Context: an optimization exercise on an open-source flow, tuned for small area and a short achievable clock period. The choices shown serve that exercise and are no tape-out recipe.
The RTL was checked by simulation tests, not by an equivalence proof against the original design.
Power figures rest on the tool's default switching activity, not on a simulated workload.

--- flow/design.v ---
module aux_rx_sync (
    input  wire        clk,
    input  wire        rst,           
    input  wire        arm,           
    input  wire [15:0] arm_t,
    input  wire        tick,          
    input  wire        rx_valid,      
    input  wire [7:0]  rx_data,
    output wire        rx_ready,
    output wire        rx_done,
    output wire [1:0]  rx_state,
    output wire [7:0]  cmd_status,
    output wire [8:0]  rx_cnt,
    output wire        rx_ovf,
    output wire        rx_prep,
    output wire [15:0] qrem,
    output wire [15:0] orem,
    output wire [7:0]  res_status,
    output wire [7:0]  res_src,
    output wire [7:0]  res_dst,
    output wire [7:0]  res_cmd,
    output wire [7:0]  res_len,
    output wire [7:0]  res_plen,
    input  wire        rd_sel,        
    input  wire [8:0]  rd_idx,
    output wire [7:0]  rd_byte
);
    localparam [15:0] Q_TICKS  = 16'd100;
    localparam [7:0]  SENTINEL = 8'h3B;
    localparam [8:0]  RX_CAP   = 9'd258;
    localparam [1:0] S_OFF = 2'd0, S_IDLE = 2'd1, S_COLL = 2'd2;
    localparam [7:0] ST_OK       = 8'h00;
    localparam [7:0] ST_SHORT    = 8'h01;
    localparam [7:0] ST_SIZE     = 8'h03;
    localparam [7:0] ST_CKSUM    = 8'h04;
    localparam [7:0] ST_NODATA   = 8'h06;
    localparam [7:0] ST_TIMEOUT  = 8'h07;
    localparam [7:0] ST_BADOPND  = 8'h0D;
    localparam [7:0] ST_BUSY     = 8'h0E;
    localparam [7:0] ST_NONE     = 8'hFF;
    reg [1:0]  state_q;
    reg [7:0]  cmd_status_q;
    reg [8:0]  cnt_q;
    reg        ovf_q;
    reg        prep_q;
    reg [15:0] qrem_q;
    reg [15:0] orem_q;
    reg [7:0]  sum_q;                  
    reg [7:0]  res_status_q;
    reg        res_ok_q;               
    reg [7:0]  rx_buf [0:257];         
    wire busy      = (state_q == S_IDLE) || (state_q == S_COLL);
    wire arm_ok    = arm && (arm_t != 16'd0) && !busy;
    wire take      = !arm && rx_valid && busy;
    wire do_tick   = !arm && !take && tick;
    wire store     = take && (cnt_q != RX_CAP);
    wire [15:0] qrem_dec = qrem_q - 16'd1;
    wire [15:0] orem_dec = orem_q - 16'd1;
    wire        q_last   = (qrem_q == 16'd1);
    wire        o_last   = (orem_q == 16'd1);
    wire tick_idle = do_tick && (state_q == S_IDLE);
    wire tick_coll = do_tick && (state_q == S_COLL);
    wire [7:0] b0     = rx_buf[0];
    wire [7:0] b1     = rx_buf[1];
    wire [7:0] b2     = rx_buf[2];
    wire [7:0] b3     = rx_buf[3];
    wire [7:0] b4     = rx_buf[4];
    wire       f_prep = (b0 != SENTINEL);
    wire [7:0] f_len  = f_prep ? b0 : b1;
    wire [9:0] cand_len  = {1'b0, cnt_q} + {9'd0, f_prep};
    wire [9:0] frame_len = {2'b00, f_len} + 10'd3;
    wire [7:0] ck_sum = f_prep ? sum_q : (sum_q - SENTINEL);
    reg [7:0] f_status;
    always @(*) begin
        if (ovf_q)
            f_status = ST_SIZE;
        else if (cand_len < 10'd6)
            f_status = ST_SHORT;
        else if (cand_len != frame_len)
            f_status = ST_SIZE;
        else if (ck_sum != 8'd0)
            f_status = ST_CKSUM;
        else
            f_status = ST_OK;
    end
    always @(posedge clk) begin
        if (store)
            rx_buf[cnt_q] <= rx_data;
    end
    always @(posedge clk) begin
        if (rst) begin
            state_q      <= S_OFF;
            cmd_status_q <= ST_NONE;
            cnt_q        <= 9'd0;
            ovf_q        <= 1'b0;
            prep_q       <= 1'b0;
            qrem_q       <= 16'd0;
            orem_q       <= 16'd0;
            sum_q        <= 8'd0;
            res_status_q <= ST_NONE;
            res_ok_q     <= 1'b0;
        end else begin
            if (arm) begin
                if (arm_t == 16'd0)
                    cmd_status_q <= ST_BADOPND;
                else if (busy)
                    cmd_status_q <= ST_BUSY;
                else
                    cmd_status_q <= ST_OK;
            end
            if (arm_ok) begin
                state_q      <= S_IDLE;
                cnt_q        <= 9'd0;
                ovf_q        <= 1'b0;
                prep_q       <= 1'b0;
                qrem_q       <= 16'd0;
                orem_q       <= arm_t;
                sum_q        <= 8'd0;
                res_status_q <= ST_NONE;
                res_ok_q     <= 1'b0;
            end
            if (take) begin
                state_q <= S_COLL;
                qrem_q  <= Q_TICKS;
                if (store) begin
                    cnt_q <= cnt_q + 9'd1;
                    sum_q <= sum_q + rx_data;
                end else begin
                    ovf_q <= 1'b1;
                end
            end
            if (tick_idle) begin
                orem_q <= orem_dec;
                if (o_last) begin
                    state_q      <= S_OFF;
                    res_status_q <= ST_NODATA;
                end
            end
            if (tick_coll) begin
                qrem_q <= qrem_dec;
                orem_q <= orem_dec;
                if (q_last) begin
                    state_q      <= S_OFF;
                    prep_q       <= f_prep;
                    res_status_q <= f_status;
                    res_ok_q     <= (f_status == ST_OK);
                end else if (o_last) begin
                    state_q      <= S_OFF;
                    res_status_q <= ST_TIMEOUT;
                end
            end
        end
    end
    assign rx_state   = state_q;
    assign rx_ready   = busy;
    assign rx_done    = (state_q == S_OFF) && (res_status_q != ST_NONE);
    assign cmd_status = cmd_status_q;
    assign rx_cnt     = cnt_q;
    assign rx_ovf     = ovf_q;
    assign rx_prep    = prep_q;
    assign qrem       = qrem_q;
    assign orem       = orem_q;
    wire [7:0] h_len = prep_q ? b0 : b1;
    wire [7:0] h_src = prep_q ? b1 : b2;
    wire [7:0] h_dst = prep_q ? b2 : b3;
    wire [7:0] h_cmd = prep_q ? b3 : b4;
    assign res_status = res_status_q;
    assign res_src    = res_ok_q ? h_src : 8'd0;
    assign res_dst    = res_ok_q ? h_dst : 8'd0;
    assign res_cmd    = res_ok_q ? h_cmd : 8'd0;
    assign res_len    = res_ok_q ? h_len : 8'd0;
    assign res_plen   = res_ok_q ? (h_len - 8'd3) : 8'd0;
    wire [8:0] pay_off = rd_idx + 9'd5 - {8'd0, prep_q};
    wire       pay_ok  = res_ok_q && (rd_idx < {1'b0, res_plen});
    wire [8:0] rd_off  = rd_sel ? pay_off : rd_idx;
    wire       rd_ok   = rd_sel ? pay_ok : (rd_idx < cnt_q);
    wire [7:0] rd_val  = rx_buf[rd_off];
    assign rd_byte = rd_ok ? rd_val : 8'd0;
endmodule
--- flow/run.sh ---
#!/bin/bash
# synth_recipe.tcl (not shown) runs the flow's synth.tcl, then flattens the netlist and writes it again
# the make line also repeats each setting of config.mk as NAME=value (left out here)
make -C /OpenROAD-flow-scripts/flow DESIGN_CONFIG=/design/flow/config.mk WORK_HOME=/design/flow/orfs CLKGATE_MAP_FILE= SYNTH_SCRIPT=/design/flow/synth_recipe.tcl finish
--- flow/config.mk ---
export PLATFORM = sky130hd
export DESIGN_NAME = aux_rx_sync
export DESIGN_NICKNAME = aux_rx_sync
export VERILOG_FILES = /design/flow/design.v
export SDC_FILE = /design/flow/constraint.sdc
export NUM_CORES = 4
export LEC_CHECK = 0
export CAP_MARGIN = 20
export CORE_MARGIN = 2
export CORE_UTILIZATION = 40
export PLACE_DENSITY = 0.6
export SLEW_MARGIN = 20
--- flow/constraint.sdc ---
create_clock -name core_clock -period 10.0 [get_ports {clk}]
set_input_delay 2.0000 -clock core_clock [delete_from_list [all_inputs] [get_ports {clk}]]
set_output_delay 2.0000 -clock core_clock [all_outputs]
set_load 0.01 [all_outputs]
==> summary.md <==
| Metric | Value |
|---|---|
| Hold violation total from the final report | `0` |
| Top-area cell type share of the netlist area | `71.4%` |
| Overflow left after global routing | `0` |
| Setup violations, final | `0` |
| Number of buffers on the longest clock path | `3` |
| Post-Place Worst Slack | `226 ps` |
| Critical path arrival | `7900 ps` |
| Cell type with the largest total area after synthesis | `sky130_fd_sc_hd__edfxtp_1` |
| Final-layout setup total negative slack | `0 ps` |
| Delay of the slowest cell on the worst path | `700 ps` |
| R2r worst-path depth | `9` |
| Setup Buffers After CTS | `0` |
| Worst hold path type | `reg2reg` |
| Largest net degree at the start of global routing | `160` |
| Most area-consuming cells after synthesis | `sky130_fd_sc_hd__edfxtp_1, sky130_fd_sc_hd__mux4_2, sky130_fd_sc_hd__mux2i_1` |
| Worst Max-Slew Pin Slew | `1270 ps` |
| Most numerous cell types in the synthesized netlist | `sky130_fd_sc_hd__edfxtp_1, sky130_fd_sc_hd__nand2_1, sky130_fd_sc_hd__nor2_1` |
| Met3 wire length | `27800 um` |
| Final period util | `99.0%` |
| Run status | `timing/DRC/antenna clean` |
| Total routing resource utilization after global routing | `23.8%` |
| Worst-path clk slew | `60 ps` |
| Cell type with the highest occurrence count on the critical path | `sky130_fd_sc_hd__ha_1` |
| Worst path required time | `8000 ps` |
| Initial antenna violation count | `15` |
| Initial cell density of the core | `40.1%` |
| Top sig layer | `met5` |
| Wire length of the first global-routing pass | `385000 um` |
| Post-cts sizing count | `0` |
| Total of fill cells in the finished design | `18972` |
| Worst Setup Slack, final | `95.8 ps` |
| Critical path type | `in2out` |
| Number of vias after detailed routing | `53030` |
| Final-report max-slew violation count | `0` |
| Capture point of the worst reg-to-reg path | `rx_buf[70][0]` |
| Cell Rows | `173` |
| Root buf cell | `sky130_fd_sc_hd__clkbuf_16` |
| Mapped cell area | `88800 um2` |
| H-tree levels | `4` |
| Chip Height | `475 um` |
| Share of post-route cells with drive strength above 1 | `14.9%` |
| Die width | `475 um` |
| DRC | `0` |
| Sequential element share of the synthesized area | `72.9%` |
| Leakage power | `32.5 nW` |
| Kind of start point of the critical path | `primary input` |
| End point of the critical path | `rd_byte[1]` |
| Layout-stage area growth over the synthesis result | `14.3%` |
| CTS buffer count | `215` |
| Vias/cell | `6.00` |
| Number of hold-repair buffers added at the cts stage | `0` |
| Main flop type after synthesis | `sky130_fd_sc_hd__edfxtp_1` |
| Die area | `226000 um2` |
| Detailed router's first-iteration violation count | `7839` |
| Placeable core area | `221000 um2` |
| Register-to-Register Setup Slack | `5800 ps` |
| Yosys warnings | `1` |
| DR WL met2 | `123000 um` |
| Initial DRT Pass Iterations | `6` |
| Headroom to the max-slew limit | `15.2%` |
| Routability congestion estimate | `0.899` |
| Post-route ant nets | `0` |
| Metal1 wirelength | `110000 um` |
| Number of storage elements in the synthesis netlist | `2178` |
| Post-layout minimum cycle time | `9900 ps` |
| Net count of the finished layout | `5758` |
| Worst setup startpoint | `rd_idx[0]` |
| TritonCTS clock tree | `built` |
| Post-synthesis cell count | `5423` |
| Highest clock rate | `101 MHz` |
| RSZ-0062 raised after global routing | `no` |
| Number of flops mapped to enable cells by yosys | `2112` |
| Kind of end point of the critical path | `output port` |
| CP Cell Sequence | `clkdlybuf4s50_1 > ha_1 > ha_1 > inv_1 > ha_1 > nor2_1 > a22o_4 > buf_12 > buf_4 > nand3_1 > nand3_1 > a21oi_1 > o311ai_0 > buf_4 > a31oi_1 > nor3_1 > a311oi_1 > clkdlybuf4s50_1` |
| I/O Pins | `150` |
| Number of buffer cells added on primary ports | `149` |
| Wire length reported by the detailed router | `271000 um` |
| VDD IR max | `181 uV` |
| Worst slack on hold paths | `507 ps` |
| Per-cell routed wire length | `30.7 um` |
| Most numerous cell in the Yosys netlist | `sky130_fd_sc_hd__edfxtp_1` |
| Power density of the placed cells | `196 nW/um2` |
| Critical register-to-register path startpoint | `state_q[1]` |
| Number of global-route vias before repair | `51161` |
| Number of distinct library cell variants in the gate-level netlist after synthesis | `98` |
| Clock latency on the worst-skew pair | `880 ps` |
| Number of clock sinks | `2178` |
| Fraction of synthesis flops using an asynchronous set or reset pin | `0%` |
| Detail Placement HPWL | `169000 um` |
| Slowest cell on the critical path | `sky130_fd_sc_hd__o311ai_0` |
| Syn Area/Cell | `16.4 um2` |
| Clock skew | `62.3 ps` |
| Largest fanout on the critical path | `38` |
| Reported max-cap violation count | `0` |
-- stage by stage --
step / utilization, % / area (um2) / power (mW) / cells
floorplan: - / 88900 / 11.2 / 5430
global placement: 42.7 / 94500 / 12.1 / 8428
detailed placement: 42.7 / 94600 / 12.1 / 8429
CTS: 45.8 / 101000 / 20.0 / 8830
global route: 45.8 / 101000 / 20.4 / 8831
finish: 45.8 / 102000 / 19.9 / 8840
-- cell families after synthesis --
kind of cell	Yosys count	share of synthesized area (%)
AOI/OAI and AO/OA	710	5.70
xor gates and xnor gates	40	0.437
adders and majority gates	48	0.684
buffers and inverters	392	2.30
DFF	2178	72.9
muxes	624	10.9
other	1	0.00422
and+or+nand+nor	1430	7.11
-- worst min-delay path by stage --
| stage | cells after the start | startpoint | end | slack, ps |
|---|---|---|---|---|
| after floorplan | 2 | sum_q[4] | sum_q[4] | 470 |
| after global placement | 2 | sum_q[4] | sum_q[4] | 480 |
| after CTS | 2 | sum_q[4] | sum_q[4] | 510 |
| after global routing | 1 | cmd_status_q[1] | cmd_status_q[1] | 540 |
| final | 2 | sum_q[4] | sum_q[4] | 510 |
| after detailed placement | 1 | cmd_status_q[1] | cmd_status_q[1] | 500 |
-- cells in the final DEF, fill, tap and decap left out, types with 16 or more instances in the layout --
cell type and instances:
sky130_fd_sc_hd__nand3_1 257, sky130_fd_sc_hd__nor3_1 63, sky130_fd_sc_hd__a221oi_1 127, sky130_fd_sc_hd__edfxtp_1 2112
sky130_fd_sc_hd__nand4_1 39, sky130_fd_sc_hd__a22oi_1 56, sky130_fd_sc_hd__inv_1 47, sky130_fd_sc_hd__o211ai_1 20
sky130_fd_sc_hd__buf_4 183, sky130_fd_sc_hd__xnor2_1 28, sky130_fd_sc_hd__dfxtp_1 65, sky130_fd_sc_hd__nor2_1 384
sky130_fd_sc_hd__clkbuf_1 38, sky130_fd_sc_hd__buf_12 34, sky130_fd_sc_hd__nor4_1 21, sky130_fd_sc_hd__o2111ai_1 36
sky130_fd_sc_hd__a31oi_1 43, sky130_fd_sc_hd__clkbuf_16 215, sky130_fd_sc_hd__clkinv_2 43, sky130_fd_sc_hd__ha_1 47
sky130_fd_sc_hd__mux2i_1 346, sky130_fd_sc_hd__clkdlybuf4s50_1 139, sky130_fd_sc_hd__bufinv_16 19, sky130_fd_sc_hd__clkinv_1 58
sky130_fd_sc_hd__nor2b_1 37, sky130_fd_sc_hd__o22ai_1 16, sky130_fd_sc_hd__nand2_1 533, sky130_fd_sc_hd__o21ai_0 98
sky130_fd_sc_hd__a32oi_1 33, sky130_fd_sc_hd__mux4_2 272, sky130_fd_sc_hd__a21oi_1 139, sky130_fd_sc_hd__o221ai_1 18
-- power by group --
part	leakage, nW	total, mW	internal (mW)	switching (mW)
Combinational	9.57	1.89	0.602	1.29
Sequential	19.5	10.0	10.0	0.0178
Clock	3.37	8.02	4.46	3.57
-- registers in the layout, summed over array words and instances (netlist names) --
register	flops
res_status_q	8
cmd_status_q	4
sum_q	8
state_q	2
qrem_q	16
res_ok_q	1
prep_q	1
ovf_q	1
orem_q	16
cnt_q	9
rx_buf	2112
-- layer usage --
metal	vias to the layer above	track usage, %
met4	10	8.91
met1	27511	33.6
li1	22054	-
met5	-	0
met3	484	5.26
met2	2971	36.0
-- area by class of cell --
| type | instances | area, um2 | area share [%] |
|---|---|---|---|
| Timing Repair Buffer | 367 | 3580 | 3.52 |
| Inverter | 49 | 184 | 0.181 |
| Antenna cell | 10 | 25.0 | 0.0247 |
| Clock buffer | 253 | 5520 | 5.44 |
| Sequential cell | 2178 | 64700 | 63.8 |
| Tap cell | 2975 | 3720 | 3.67 |
| Multi-Input combinational cell | 2860 | 22300 | 22.0 |
| Clock inverter | 148 | 1410 | 1.38 |
-- worst max-delay path, delay by kind of cell --
kind | cells | cell delay (ps)
adder cells (fa/ha/maj) | 3 | 880
AND/OR/NAND/NOR | 4 | 1130
AO/OA/AOI/OAI | 5 | 1670
buffers and inverters | 6 | 2150

re-timing with driven ports:
The flow's constraints put no driver on any port. The routed layout listed below was extracted and timed again, unchanged, in two steps. Step 1 (the two cells are an assumption about what drives the block):
set clk [get_ports {clk}]
set_driving_cell -lib_cell sky130_fd_sc_hd__clkbuf_16 $clk
set_driving_cell -lib_cell sky130_fd_sc_hd__buf_2 [delete_from_list [all_inputs] $clk]
Step 2, shift: input delay + t, output delay - t, t = (earliest + latest rising clock arrival at the registers) / 2. This alone moves slack from input paths to output paths. Three values: ideal, step 1, step 2; two values: the first two.
t (ns): 0.951
setup slack, ns: 0.096 / 0.069 / 0.069
hold slack, ns: 0.507 / 0.507 / 0.507
slew at the worst register clock pin (ns): 0.07 / 0.07
worst data-port slew with drivers (ns): 0.16
After both steps this run still meets setup and hold. For this run, drivers alone change the setup slack by -0.027 ns; drivers and shift together by -0.027 ns.
